What follows belongs to an exercise in optimizing a design on an open flow for small area, a short achievable clock period and few clock cycles per item; a production flow would make more cautious choices. The RTL was checked by simulation tests, not by an equivalence proof against the original design. Power is estimated from default activity; no workload was simulated.

--- flow/config.mk ---
export PLATFORM = sky130hd
export DESIGN_NAME = lzw_dec
export DESIGN_NICKNAME = lzw_dec
export VERILOG_FILES = /design/flow/design.v
export SDC_FILE = /design/flow/constraint.sdc
export NUM_CORES = 4
export LEC_CHECK = 0
export CAP_MARGIN = 20
export CORE_MARGIN = 2
export CORE_UTILIZATION = 30
export SLEW_MARGIN = 20
--- flow/constraint.sdc ---
create_clock -name core_clock -period 15.0 [get_ports {clk}]
set_input_delay 3.0000 -clock core_clock [delete_from_list [all_inputs] [get_ports {clk}]]
set_output_delay 3.0000 -clock core_clock [all_outputs]
set_load 0.01 [all_outputs]
--- flow/design.v ---
module lzw_dec (
    input  wire       clk,
    input  wire       rst,
    input  wire       in_valid,
    input  wire [8:0] in_code,
    output wire       in_ready,
    output wire       out_valid,
    output wire [7:0] out_data,
    output wire       out_end,
    output wire       out_err,
    input  wire       out_ready
);
    localparam integer R = 256;
    localparam integer L = 512;
    localparam integer W = 9;
    localparam integer N = L - R - 1;           
    localparam integer D = L - R;               
    localparam [W:0] FIRST_FREE = R + 1;
    localparam [2:0] S_GET  = 3'd0;             
    localparam [2:0] S_WALK = 3'd1;             
    localparam [2:0] S_POP  = 3'd2;             
    localparam [2:0] S_END  = 3'd3;             
    localparam [2:0] S_SKIP = 3'd4;             
    reg [W-1:0] dict_prefix [0:N-1];
    reg [7:0]   dict_char   [0:N-1];
    reg [7:0]   stack       [0:D-1];
    reg [2:0]   state;
    reg [W:0]   next_code;                      
    reg [W-1:0] prev_code;                      
    reg [7:0]   prev_first;                     
    reg         have_prev;
    reg [W-1:0] cur_code;                       
    reg [W-1:0] node;                           
    reg [8:0]   sp;                             
    reg         err;
    assign in_ready  = (state == S_GET) || (state == S_SKIP);
    wire   take      = in_valid && in_ready;
    assign out_valid = (state == S_POP) || (state == S_END);
    assign out_data  = (state == S_POP) ? stack[sp - 1'b1] : 8'd0;
    assign out_end   = (state == S_END);
    assign out_err   = (state == S_END) && err;
    wire   give      = out_valid && out_ready;
    wire [W:0] in_code_x = {1'b0, in_code};
    wire assigned  = (in_code < R) || (in_code_x > R && in_code_x < next_code);
    wire self_ref  = (in_code_x == next_code) && have_prev && (next_code < L);
    wire [W-1:0] node_idx = node - FIRST_FREE[W-1:0];
    always @(posedge clk) begin
        if (rst) begin
            state      <= S_GET;
            next_code  <= FIRST_FREE;
            prev_code  <= {W{1'b0}};
            prev_first <= 8'd0;
            have_prev  <= 1'b0;
            cur_code   <= {W{1'b0}};
            node       <= {W{1'b0}};
            sp         <= 9'd0;
            err        <= 1'b0;
        end else begin
            case (state)
                S_GET: begin
                    if (take) begin
                        if (in_code == R[W-1:0]) begin
                            err   <= 1'b0;
                            state <= S_END;
                        end else if (assigned) begin
                            cur_code <= in_code;
                            node     <= in_code;
                            sp       <= 9'd0;
                            state    <= S_WALK;
                        end else if (self_ref) begin
                            cur_code <= in_code;
                            node     <= prev_code;
                            stack[0] <= prev_first;
                            sp       <= 9'd1;
                            state    <= S_WALK;
                        end else begin
                            err   <= 1'b1;
                            state <= S_END;
                        end
                    end
                end
                S_WALK: begin
                    if (node < R) begin
                        stack[sp]  <= node[7:0];
                        sp         <= sp + 1'b1;
                        if (have_prev && next_code < L) begin
                            dict_prefix[next_code - FIRST_FREE] <= prev_code;
                            dict_char[next_code - FIRST_FREE]   <= node[7:0];
                            next_code <= next_code + 1'b1;
                        end
                        prev_code  <= cur_code;
                        prev_first <= node[7:0];
                        have_prev  <= 1'b1;
                        state      <= S_POP;
                    end else begin
                        stack[sp] <= dict_char[node_idx];
                        sp        <= sp + 1'b1;
                        node      <= dict_prefix[node_idx];
                    end
                end
                S_POP: begin
                    if (give) begin
                        sp <= sp - 1'b1;
                        if (sp == 9'd1)
                            state <= S_GET;
                    end
                end
                S_END: begin
                    if (give) begin
                        next_code <= FIRST_FREE;
                        have_prev <= 1'b0;
                        state     <= err ? S_SKIP : S_GET;
                    end
                end
                default: begin  
                    if (take && in_code == R[W-1:0])
                        state <= S_GET;
                end
            endcase
        end
    end
endmodule
--- flow/run.sh ---
#!/bin/bash
# synth_recipe.tcl (not shown) runs the flow's synth.tcl, then flattens the netlist and writes it again
# the make line also repeats each setting of config.mk as NAME=value (left out here)
make -C /OpenROAD-flow-scripts/flow DESIGN_CONFIG=/design/flow/config.mk WORK_HOME=/design/flow/orfs CLKGATE_MAP_FILE= SYNTH_SCRIPT=/design/flow/synth_recipe.tcl finish
==> summary.txt <==
Floorplanning
  • Initial Util: 30.1%
  • I/O pin count: 25
  • DIE HEIGHT: 916 um
  • # rows: 335
  • Core ar.: roughly 830,000 sq um
  • Width of the die: between 900 and 1000 um
  • Die ar.: between 800,000 and 900,000 sq um

Timing
  • RSZ-0062 raised after global routing: no
  • Max transition margin: 16.8%
  • Worst Tran Pin Value: around 1.2 ns
  • Worst clock skew: 0.116 ns
  • Max Clk Rate: 0.0939 GHz
  • Worst hold slack: just over 0.4 ns
  • Slew Viols, Final: 0
  • Fin crit share: 71.0%
  • Final min period: 10.65 ns
  • Final Hold Viols: 0
  • Setup violators final: 0

Route
  • Via count: roughly 120k
  • WL final: between 600,000 and 700,000 um
  • Via density: 5.13
  • Detailed-router iteration count before antenna repair: 6
  • DR iter-0 viols: 15,900
  • Drt wl/cell: ~28 um
  • DRT antenna net count: 0
  • DRC Markers: 0

CTS
  • # clock sinks: 6,442
  • Post-CTS Setup Bufs: 0
  • H-tree levels: 6
  • Bufs on Longest Clock Path: 4
  • CTS tree: done
  • Post-CTS sizing: 0
  • Hold_buf cts: 0
  • Num CTS Buffers: between 600 and 700
  • CTS root buf: clkbuf_16
  • Clk slew on worst S/H paths: 0.06 ns
  • Later-pin clock latency in the skew report: 1.13 ns

Finish
  • # nets final: about 12,000
  • Final core utilization: 34.5%
  • P&R area growth vs syn: 14.7%
  • Ratio of cells with drive above 1 in the final layout: about 28%

Critical path
  • CP bufs+invs: 4
  • Critical path's slowest cell: dfxtp_4
  • CP arrival: between 7 and 8 ns
  • Crit path max fanout: 75
  • Path depth of the worst reg2reg path: 13
  • Critical path's largest stage delay: between 0.9 and 1 ns
  • CP endpoint kind: output port
  • CP most frequent cell: mux4_2
  • Crit Path Class: reg -> out
  • Worst Path Required: 12.00 ns
  • CP Depth: 10
  • Startpoint Class: flip-flop
  • CP delay by family, top: buffers and inverters
  • CP Cell Sequence: inv_1 > ha_4 > buf_4 > buf_4 > mux4_2 > mux4_2 > mux4_2 > mux2i_1 > o22ai_1 > clkdlybuf4s50_1

GRT
  • Grt met1 use: a little over a fifth
  • GRT Overall Usage: 15.0%
  • Most Crowded Layer GR: met2
  • Total gr overflow: 0
  • Largest net degree at the start of global routing: 256
  • GR Util met2: approximately a quarter
  • Global-route wire length before repair: around 900,000 um
  • Vias in the first global route: 119,000
  • M3 GR Usage: 3.19%
  • Antenna violations before repair: 22

Placed design
  • GP Congestion: 0.841
  • PortBufs: 24
  • Hpwl dp: approximately 370,000 um

Worst hold path
  • Worst hold stages: 2
  • Worst Hold Class: reg -> reg

Synthesis
  • Post-synth top cells: edfxtp_1, mux4_2, nand2_1
  • Synth Flop Type: edfxtp_1
  • Synthesized instance count: 11,500
  • Post-synth top area share: 76.7%
  • Ys async rst share: 0%
  • YS warnings: 1
  • Area leader, netlist: edfxtp_1
  • Post-Syn Area per Cell: 21.8 sq um
  • Post-synthesis sequential area ratio: 77.2%
  • Most frequent cell after synthesis: edfxtp_1
  • Mapped Nets: 11,500
  • Top cells by area, synth: edfxtp_1, mux4_2, nand2_1, nor2_1, mux2i_1
  • Post-synth cell types: 78
  • Seq cells post-synth: 6,442
  • EDFF count, synth: 6,383
  • Mapped Area: 250,000 sq um

Power and ir drop
  • Worst VDD drop: 148 uV
  • Comb pwr share: a little over a fifth
  • Switching share of power: 29.3%
  • Leak: 0.0871 uW
  • Psw: 13,500 uW
  • Internal power: 32,500 uW
  • Clock network power share: between 30% and 40%
  • Seq pwr share: a little over two fifths
  • Power Dens Cells: 160 nW/um^2

Outcome
  • Outcome: no timing/DRC/antenna violations

Job
  • Max Cap Violations: 0
[sequential cells by signal, summed over array words and instances, names as in the netlist, 3 cells and up]
register / flops
dict_prefix: 2295
stack: 2048
dict_char: 2040
next_code: 10
cur_code: 9
node: 9
prev_code: 9
sp: 9
prev_first: 8
state: 3
[final timing paths]
check,startpoint,to,slack (ns)
worst max-delay path,sp[0],out_data[5],4.35
worst min-delay path,cur_code[4],prev_code[4],0.41
worst max register to register,node[0],stack[15][7],6.79
worst min register to register,cur_code[4],prev_code[4],0.41
[placed cells by master, fill, tap and decap left out, types with 18 or more instances in the layout]
master           Yosys  layout
edfxtp_1          6383    6383
mux4_2            1708    1708
nand2_1            832     794
clkbuf_16            0     644
buf_4               77     422
nor2_1             619     344
nand3_1            280     277
nor2_2               3     206
mux2i_1            193     193
clkinv_1             2     149
clkbuf_1           289     138
clkinv_2             0      95
a21oi_1             91      88
nor2_4               0      72
o21ai_0             64      63
nand4_1             57      57
a32oi_1             53      53
a31oi_1             61      53
bufinv_16            0      49
a221oi_1            45      45
mux4_1              44      44
dfxtp_1             59      41
nand2_2              1      38
buf_12              10      30
o22ai_1             25      25
clkdlybuf4s50_1      0      23
nor3_1              21      21
a211oi_1            21      21
inv_1               20      20
dfxtp_4              0      18
[cells by family after synthesis]
| logic type | after synthesis | share of synthesized area [%] |
|---|---|---|
| flops | 6442 | 77.2 |
| mux | 1952 | 16.7 |
| simple gates | 1892 | 3.15 |
| buf+inv | 691 | 1.52 |
| compound gates | 452 | 1.25 |
| xor+xnor | 26 | 0.106 |
| fa+ha+maj | 19 | 0.0952 |
[final cells by class]
class | count | area (sq um)
well taps | 11100 | 13900
fillers | 76600 | 544000
clock buffers | 783 | 16600
diodes | 17 | 42.5
flip-flops and latches | 6442 | 193000
repair buffers | 500 | 4390
multi-input cells | 4341 | 54600
clock inverters | 366 | 3760
inverters | 22 | 82.6
[per-layer routing]
metal / part of all wire, % / wire length [um] / vias to the layer above
met3: 8.9 / 58400 / 1011
li1: - / - / 48900
met4: 3.1 / 20000 / 12
met1: 41 / 268000 / 65500
met5: 0.071 / 468 / -
met2: 47 / 309000 / 5588
[per-stage QoR]
stage                     setup TNS (ns)  setup slack (ns)  std cells  cell area [sq um]  power, uW
after floorplan                   -70.01            -0.273      11500             250000      26600
after global placement                 0              5.47      22400             265000      30500
after detailed placement               0              5.43      22400             265000      30500
after CTS                              0              4.21      23600             286000      46100
after global routing                   0              4.03      23600             286000      47200
final                                  0              4.35      23600             286000      45900
[worst min-delay path: stages, from the launching register on]
cell and delay (ns):
dfxtp_1 0.31, nand2_1 0.06, a21oi_1 0.05
[power by group through the flow]
| stage | sequential (uW) | clock, uW | combinational, uW |
|---|---|---|---|
| after global routing | 20200 | 16600 | 10300 |
| after detailed placement | 20600 | 0 | 9940 |
| after floorplan | 20800 | 0 | 5870 |
| after CTS | 20200 | 16000 | 9960 |
| final | 20200 | 15700 | 10000 |
| after global placement | 20600 | 0 | 9900 |
Testbench counts, summed over its fixed seeds: cycles 158,729, items 61,365.

## static timing again, ports no longer ideal
The flow's constraints put no driver on any port. The routed layout listed below was extracted and timed again, unchanged, in two steps.
Step 1 assumes that a clkbuf_16 drives the clock port and a buf_2 every other input.
Step 2 moves the port delays by t, midway between the first and last clock arrival at a register: inputs arrive t later, outputs are due t later. That takes back most of the time a late clock gives input paths.
Three values: ideal ports, drivers, drivers and shift; two values: the first two.
shift t [ns]: 1.216
setup slack, ns: 4.349 / 4.211 / 5.427
worst setup path at the end: register to output
clock arrival spread, ns: 0.124 / 0.123
After both steps this run still meets setup and hold. For this run, drivers alone change the setup slack by -0.138 ns; drivers and shift together by +1.078 ns.
